Background: an optimization exercise with open tools, aiming at small area. Do not read the settings as production practice. Only simulation tests tie the RTL to the original design; equivalence was not proved.

[run.sh]
#!/bin/bash
# synth_recipe.tcl (not shown) runs the flow's synth.tcl, then flattens the netlist and writes it again
# the make line also repeats each setting of config.mk as NAME=value (left out here)
make -C /OpenROAD-flow-scripts/flow DESIGN_CONFIG=/design/flow/config.mk WORK_HOME=/design/flow/orfs CLKGATE_MAP_FILE= SYNTH_SCRIPT=/design/flow/synth_recipe.tcl finish
[config.mk]
export PLATFORM = sky130hd
export DESIGN_NAME = ddsblk
export DESIGN_NICKNAME = ddsblk
export VERILOG_FILES = /design/flow/design.v
export SDC_FILE = /design/flow/constraint.sdc
export NUM_CORES = 4
export LEC_CHECK = 0
export CAP_MARGIN = 20
export CORE_MARGIN = 2
export CORE_UTILIZATION = 40
export SLEW_MARGIN = 20
[constraint.sdc]
create_clock -name core_clock -period 70.0 [get_ports {clk}]
set_input_delay 14.0000 -clock core_clock [delete_from_list [all_inputs] [get_ports {clk}]]
set_output_delay 14.0000 -clock core_clock [all_outputs]
set_load 0.01 [all_outputs]
[design.v]
module ddsblk (
    input  wire        clk,
    input  wire        reset,       
    input  wire        req_valid,
    input  wire [31:0] req_freq,    
    input  wire [63:0] req_phase,   
    output reg         ready,
    input  wire        busy,
    output reg         tx_valid,
    output reg  [7:0]  tx_data,
    output reg         tx_eof,
    output reg         bus_wo,      
    output reg  [2:0]  cs,
    output reg         dds_rst,
    output reg         dds_sleep,
    output reg         bufsel
);
    localparam [31:0] REFCLK_HZ   = 32'd75_000_000;
    localparam [7:0]  FREQ_MASK_A = 8'h40;
    localparam [7:0]  FREQ_MASK_B = 8'h80;
    localparam [7:0]  PHS_MASK_A  = 8'hC0;
    localparam [7:0]  PHS_MASK_B  = 8'hE0;
    localparam [2:0]  CS_DDS      = 3'd0;
    localparam [2:0]  CS_DESEL    = 3'd7;
    localparam [15:0] CFG_CMD_A   = 16'h2300;
    localparam [15:0] CFG_CMD_B   = 16'h2300;
    localparam        T_SELECT    = 4;
    localparam        T_SETTLE    = 4;
    localparam [88:0] INV_PI_2P90 = 89'h145F306DC9C882A53F84EAF;
    localparam [1:0] SEQ_STARTUP = 2'd0;
    localparam [1:0] SEQ_IDLE    = 2'd1;
    localparam [1:0] SEQ_PROG    = 2'd2;
    reg  [1:0]  seq;
    reg  [5:0]  step;
    reg         active_buf;
    reg  [31:0] cur_freq;
    reg  [63:0] cur_phase;
    reg  [31:0] lat_freq;
    reg  [63:0] lat_phase;
    reg         lat_target;
    function automatic fp_is_nan(input [63:0] x);
        fp_is_nan = (x[62:52] == 11'h7FF) && (x[51:0] != 52'd0);
    endfunction
    function automatic fp_is_zero(input [63:0] x);
        fp_is_zero = (x[62:0] == 63'd0);
    endfunction
    wire phase_equal = !fp_is_nan(req_phase) && !fp_is_nan(cur_phase) &&
                       ((req_phase == cur_phase) ||
                        (fp_is_zero(req_phase) && fp_is_zero(cur_phase)));
    wire freq_changed  = (req_freq != cur_freq);
    wire phase_changed = !phase_equal;
    wire [61:0] freq_num = {lat_freq, 29'd0} + {30'd0, REFCLK_HZ};
    wire [61:0] freq_den = {29'd0, REFCLK_HZ, 1'b0};
    wire [61:0] freq_quo = freq_num / freq_den;
    wire [31:0] fw       = {4'd0, freq_quo[27:0]};
    wire [10:0]  ph_exp  = lat_phase[62:52];
    wire [52:0]  ph_man  = (ph_exp == 11'd0) ? {1'b0, lat_phase[51:0]}
                                             : {1'b1, lat_phase[51:0]};
    wire [141:0] ph_prod = ph_man * INV_PI_2P90;
    wire [11:0]  ph_shift = 12'd1154 - {1'b0, ph_exp};
    wire [142:0] ph_rnd   = {1'b0, ph_prod} + ((143'd1 << ph_shift) >> 1);
    wire [142:0] ph_q     = ph_rnd >> ph_shift;
    wire [15:0]  pw       = {4'd0, ph_q[11:0]};
    function automatic [7:0] build_byte(input [2:0] idx, input [31:0] f,
                                        input [15:0] p, input b);
        case (idx)
            3'd0:    build_byte = (b ? FREQ_MASK_B : FREQ_MASK_A) | f[31:24];
            3'd1:    build_byte = f[23:16];
            3'd2:    build_byte = f[15:8];
            3'd3:    build_byte = f[7:0];
            3'd4:    build_byte = (b ? PHS_MASK_B : PHS_MASK_A) | p[15:8];
            default: build_byte = p[7:0];
        endcase
    endfunction
    localparam [5:0] I_SEL      = 6'd0;    
    localparam [5:0] I_CMDA_HI  = 6'd1;    
    localparam [5:0] I_CMDA_LO  = 6'd2;    
    localparam [5:0] I_CTL_RST  = 6'd3;    
    localparam [5:0] I_BUF_A    = 6'd4;    
    localparam [5:0] I_BUF_B    = 6'd10;   
    localparam [5:0] I_CMDB_HI  = 6'd16;   
    localparam [5:0] I_CMDB_LO  = 6'd17;   
    localparam [5:0] I_CTL_REL  = 6'd18;   
    localparam [5:0] I_DELAY    = 6'd19;   
    localparam [5:0] I_CTL_SLP  = I_DELAY + T_SETTLE;      
    localparam [5:0] I_DESEL    = I_CTL_SLP + 6'd1;        
    localparam [5:0] P_SEL      = 6'd0;    
    localparam [5:0] P_CTL_RST  = 6'd1;    
    localparam [5:0] P_MODE_WO  = 6'd2;    
    localparam [5:0] P_DELAY1   = 6'd3;    
    localparam [5:0] P_TX       = P_DELAY1 + T_SELECT;     
    localparam [5:0] P_WAIT     = P_TX + 6'd6;             
    localparam [5:0] P_MODE_DX  = P_WAIT + 6'd1;           
    localparam [5:0] P_SEL2     = P_MODE_DX + 6'd1;        
    localparam [5:0] P_CTL_BUF  = P_SEL2 + 6'd1;           
    localparam [5:0] P_CTL_REL  = P_CTL_BUF + 6'd1;        
    localparam [5:0] P_DELAY2   = P_CTL_REL + 6'd1;        
    localparam [5:0] P_DESEL    = P_DELAY2 + T_SETTLE;     
    wire [5:0] step_off_i_buf_a = step - I_BUF_A;
    wire [5:0] step_off_i_buf_b = step - I_BUF_B;
    wire [5:0] step_off_p_tx    = step - P_TX;
    always @(posedge clk) begin
        if (reset) begin
            seq        <= SEQ_STARTUP;
            step       <= 6'd0;
            active_buf <= 1'b0;
            cur_freq   <= 32'd0;
            cur_phase  <= 64'd0;
            ready      <= 1'b0;
            tx_valid   <= 1'b0;
            tx_data    <= 8'd0;
            tx_eof     <= 1'b0;
            bus_wo     <= 1'b0;
            cs         <= CS_DESEL;
            dds_rst    <= 1'b0;
            dds_sleep  <= 1'b0;
            bufsel     <= 1'b0;
        end else begin
            tx_valid <= 1'b0;
            tx_eof   <= 1'b0;
            tx_data  <= 8'd0;
            case (seq)
                SEQ_STARTUP: begin
                    step <= step + 6'd1;
                    if (step == I_SEL) begin
                        cs <= CS_DDS;
                    end else if (step == I_CMDA_HI) begin
                        tx_valid <= 1'b1; tx_data <= CFG_CMD_A[15:8];
                    end else if (step == I_CMDA_LO) begin
                        tx_valid <= 1'b1; tx_data <= CFG_CMD_A[7:0]; tx_eof <= 1'b1;
                    end else if (step == I_CTL_RST) begin
                        dds_rst <= 1'b1; dds_sleep <= 1'b0; bufsel <= 1'b0;
                    end else if (step >= I_BUF_A && step < I_BUF_B) begin
                        tx_valid <= 1'b1;
                        tx_data  <= build_byte(step_off_i_buf_a[2:0], 32'd0, 16'd0, 1'b0);
                        tx_eof   <= step_off_i_buf_a[0];
                    end else if (step >= I_BUF_B && step < I_CMDB_HI) begin
                        tx_valid <= 1'b1;
                        tx_data  <= build_byte(step_off_i_buf_b[2:0], 32'd0, 16'd0, 1'b1);
                        tx_eof   <= step_off_i_buf_b[0];
                    end else if (step == I_CMDB_HI) begin
                        tx_valid <= 1'b1; tx_data <= CFG_CMD_B[15:8];
                    end else if (step == I_CMDB_LO) begin
                        tx_valid <= 1'b1; tx_data <= CFG_CMD_B[7:0]; tx_eof <= 1'b1;
                    end else if (step == I_CTL_REL) begin
                        dds_rst <= 1'b0; dds_sleep <= 1'b0; bufsel <= 1'b0;
                    end else if (step == I_CTL_SLP) begin
                        dds_rst <= 1'b1; dds_sleep <= 1'b1; bufsel <= 1'b0;
                    end else if (step == I_DESEL) begin
                        cs    <= CS_DESEL;
                        seq   <= SEQ_IDLE;
                        ready <= 1'b1;
                        step  <= 6'd0;
                    end
                end
                SEQ_IDLE: begin
                    if (req_valid && (freq_changed || phase_changed)) begin
                        lat_freq   <= req_freq;
                        lat_phase  <= req_phase;
                        lat_target <= ~active_buf;
                        seq        <= SEQ_PROG;
                        step       <= 6'd0;
                        ready      <= 1'b0;
                    end
                end
                SEQ_PROG: begin
                    step <= step + 6'd1;
                    if (step == P_SEL) begin
                        cs <= CS_DDS;
                    end else if (step == P_CTL_RST) begin
                        dds_rst <= 1'b1; dds_sleep <= 1'b0;
                    end else if (step == P_MODE_WO) begin
                        bus_wo <= 1'b1;
                    end else if (step >= P_TX && step < P_WAIT) begin
                        tx_valid <= 1'b1;
                        tx_data  <= build_byte(step_off_p_tx[2:0], fw, pw, lat_target);
                        tx_eof   <= step_off_p_tx[0];
                    end else if (step == P_WAIT) begin
                        if (busy) begin
                            step <= step;
                        end else begin
                            cs <= CS_DESEL;
                        end
                    end else if (step == P_MODE_DX) begin
                        bus_wo <= 1'b0;
                    end else if (step == P_SEL2) begin
                        cs <= CS_DDS;
                    end else if (step == P_CTL_BUF) begin
                        dds_rst <= 1'b1; dds_sleep <= 1'b0; bufsel <= lat_target;
                    end else if (step == P_CTL_REL) begin
                        dds_rst <= 1'b0; dds_sleep <= 1'b0; bufsel <= lat_target;
                    end else if (step == P_DESEL) begin
                        cs         <= CS_DESEL;
                        active_buf <= lat_target;
                        cur_freq   <= lat_freq;
                        cur_phase  <= lat_phase;
                        seq        <= SEQ_IDLE;
                        ready      <= 1'b1;
                        step       <= 6'd0;
                    end
                end
                default: begin
                    seq  <= SEQ_STARTUP;
                    step <= 6'd0;
                end
            endcase
        end
    end
endmodule
==> summary.txt <==
- Share of cells above drive strength 1: 0.113
- Final Hold Viols: 0
- MaxCap Viol Count: 0
- Row Count: 215
- Outcome: timing/DRC/antenna clean
- Reg2Reg Depth: 187
- Final #Nets: 18,800
- TritonCTS Buffers: 29
- CP max stage delay: 0.99 ns
- Final WL: 593,000 um
- Largest family of logic cells by synthesized area: adder cells
- # H-tree levels: 1
- Post-synthesis simple-gate area fraction: 0.165
- Cell variety after synth: 237
- Gp weighted congestion: 1.12
- Sink Count: 218
- Period utilization: 0.939
- Commonest non-fill, non-tap cell in the layout: inv_1
- Wire per inst: 29.4 um
- CP max FO: 47
- Mapped Cells: 15,700
- Post-synth EDFFs: 97
- Core footprint: 343,000 um^2
- Seq/Total Area, Yosys: 0.0387
- Setup_tns: 0 ns
- Final Non-Filler Cells: 20,200
- Die ar.: 349,000 um^2
- Insertion delay to the later sink of the worst-skew pair: 0.68 ns
- Starting density of the core: 0.402
- Post-route cell area: 144,000 um^2
- Global-route wire length before repair: 857,000 um
- CTS tree: built
- Multi-input gate area: 118,000 um^2
- CP Launch Type: flop
- Vias: 123,000
- Arrival time worst endpoint: 66.22 ns
- Xor/xnor share of the synthesized area: 0.0767
- DRC violations left: 0
- WP data required: 70.49 ns
- Slew @ Worst Pin: 1.35 ns
- Largest net degree at the start of global routing: 115
- CP max stage cell: o41ai_1
- Slew HR: 0.0926
- Hold Crit Depth: 1
- Reg area: 5340 um^2
- Vias in the first global route: 118,000
- Die X: 591 um
- Area Growth Syn to Fin: 4.16%
- Hold_sp: active_buf
- Finish-stage setup viols: 0
- Share of flip-flops with an asynchronous set or reset: 0
- Port bufs: 117
- Compound-gate portion of the synthesized area: 0.191
- Number of antenna violations at the first check in global routing: 86
- Fillers: 34,700
- Worst setup EP type: flop
- RR Endpoint: tx_data[0]
- Synth Cell Area: 138,000 um^2
- Clock slew at reported path FFs: 0.06 ns
- Initial detailed-routing violation count: 14,700
- FF+latch count, synth: 218
- Post-Synth Adder-Cell Area: 0.393
- R2R Setup Slk: 4.27 ns
- Post-CTS Hold Fix Bufs: 0
- Hold Path Class: reg2reg
- Num ports: 118
- Grt ovf: 0
- Syn_area_per_cell: 8.78 um^2
- Cells after DPL: 20,100
- All-layer global routing usage: 0.335
- Die H: 591 um
- Final Skew: 0.0576 ns
- Post-DP Area: 143,000 um^2
- Min Clock Period, post-route: 65.73 ns
- Post-route ant nets: 0
- Router iterations before antenna repair: 8
- Post-layout util: 0.419
- CTS root buffer: clkbuf_16
- Crit path kind: reg2reg
- Fin. max-slew vios: 0
- Via-per-instance ratio: 6.07
- Mux cell area share after synthesis: 0.0302
- Min-Delay Endpoint: lat_target
- Hpwl dp: 502,000 um
- Worst r2r src: lat_freq[12]
- CTS Buffer Depth: 3
- Synth warn: 1
- Top_reg_cell synth: dfxtp_1
- Unrepaired setup endpoints after global routing: false
- Fmax: 0.0152 GHz
- Most frequent cells in the layout: 2,677 x inv_1, 1,991 x fa_1, 1,137 x ha_1
- Syn_nets: 18,900
cells by family after synthesis:
logic type | count (synthesis)
and+or+nand+nor | 4267
AOI/OAI and AO/OA | 3395
buffers and inverters | 3234
adders and majority gates | 3133
xor gates and xnor gates | 1111
muxes | 349
DFF | 218
final cells by class:
type / count / share of cell area
clock inverters: 18 / 0.00133
multi-input cells: 12300 / 0.822
diodes: 26 / 0.000453
well taps: 4557 / 0.0397
repair buffers: 380 / 0.0220
inverters: 2711 / 0.0716
clock buffers: 36 / 0.00531
flip-flops and latches: 218 / 0.0371
worst max path at each step:
stage | cells past startpoint | to | start | slack [ns]
after CTS | 188 | tx_data[0] | lat_freq[12] | 4.39
after global routing | 193 | tx_data[0] | lat_freq[12] | 0.06
final | 187 | tx_data[0] | lat_freq[12] | 4.27
after floorplan | 241 | tx_data[0] | lat_freq[12] | 18.67
after global placement | 188 | tx_data[0] | lat_freq[12] | 5.87
after detailed placement | 188 | tx_data[0] | lat_freq[12] | 4.59
worst max-delay path, delay by kind of cell, from the launching register on:
kind | cells | cell delay [ns]
compound gates | 93 | 32.76
simple gates | 52 | 16.95
buf+inv | 17 | 5.91
mux | 10 | 3.28
fa+ha+maj | 9 | 3.22
xor+xnor | 6 | 2.34
flops | 1 | 0.62
per-layer routing:
metal | vias up | wire length, um | global-route usage
li1 | 53500 | - | -
met1 | 60800 | 241000 | 0.454
met2 | 7001 | 241000 | 0.478
met3 | 1201 | 75700 | 0.113
met4 | 124 | 34700 | 0.157
met5 | - | 1190 | 0.00338
repair_timing:
action,CTS,global route
setup endpoints to repair,0,2
buffers inserted,0,1
resized for setup,0,2
state kept, by name, summed over array words and instances, names as in the netlist, 2 cells and up:
| register | count |
|---|---|
| lat_phase | 64 |
| step | 6 |
| lat_freq | 32 |
| cur_freq | 32 |
| seq | 2 |
| tx_data | 8 |
| cur_phase | 64 |
synth_stat cells, drive strengths merged (97+ instances only):
| cell type | n | area, um^2 |
|---|---|---|
| inv | 2701 | 10200 |
| fa | 1991 | 39900 |
| ha | 1138 | 14200 |
| nand2 | 1131 | 4410 |
| nor2 | 1126 | 4450 |
| a21oi | 868 | 4810 |
| xnor2 | 750 | 7170 |
| o21ai | 535 | 3030 |
| xor2 | 359 | 3360 |
| nor3 | 356 | 1970 |
| nand3 | 338 | 1830 |
| buf | 274 | 2980 |
| clkbuf | 235 | 1220 |
| mux2i | 234 | 2500 |
| nor4 | 196 | 1610 |
| a31oi | 177 | 1260 |
| a211oi | 164 | 1480 |
| and2 | 158 | 1080 |
| nand4 | 140 | 953 |
| o211ai | 138 | 1150 |
| o21a | 126 | 1030 |
| o21bai | 126 | 1000 |
| dfxtp | 121 | 2420 |
| or2 | 119 | 759 |
| and3 | 117 | 816 |
| o31ai | 101 | 825 |
| or3 | 100 | 716 |
| a21o | 99 | 817 |
| edfxtp | 97 | 2910 |
through the flow:
stage,setup slack (ns),hold slack [ns]
after floorplan,18.67,0.428
after global placement,5.87,0.432
after detailed placement,4.59,0.435
after CTS,4.39,0.448
after global routing,0.0570,0.463
final,4.27,0.446

==> afterwards: timing with drivers on the ports <==
The results above use ideal ports. As a check the final layout listed here was re-extracted and re-timed, cells and wires unchanged.
Step 1 sets driving cells, clkbuf_16 on the clock port and buf_2 on the other inputs (assumed; they add their load-dependent delay and slew).
Step 2 times the ports against the registers' clock, not the clock port: input delays grow and output delays shrink by t, the midpoint of the rising clock arrivals with the driver on.
a / b / c = ideal ports / drivers / drivers and shift; a / b = the first two.
shift t [ns]: 0.721
setup WS [ns]: 4.270 / 4.270 / 4.270
worst register clock-pin slew, ns: 0.08 / 0.08
cell pins on the clock port's net: 1
After both steps setup and hold are still met in this run. The setup slack of this run moves by 0.000 ns with the drivers and by 0.000 ns with both steps.
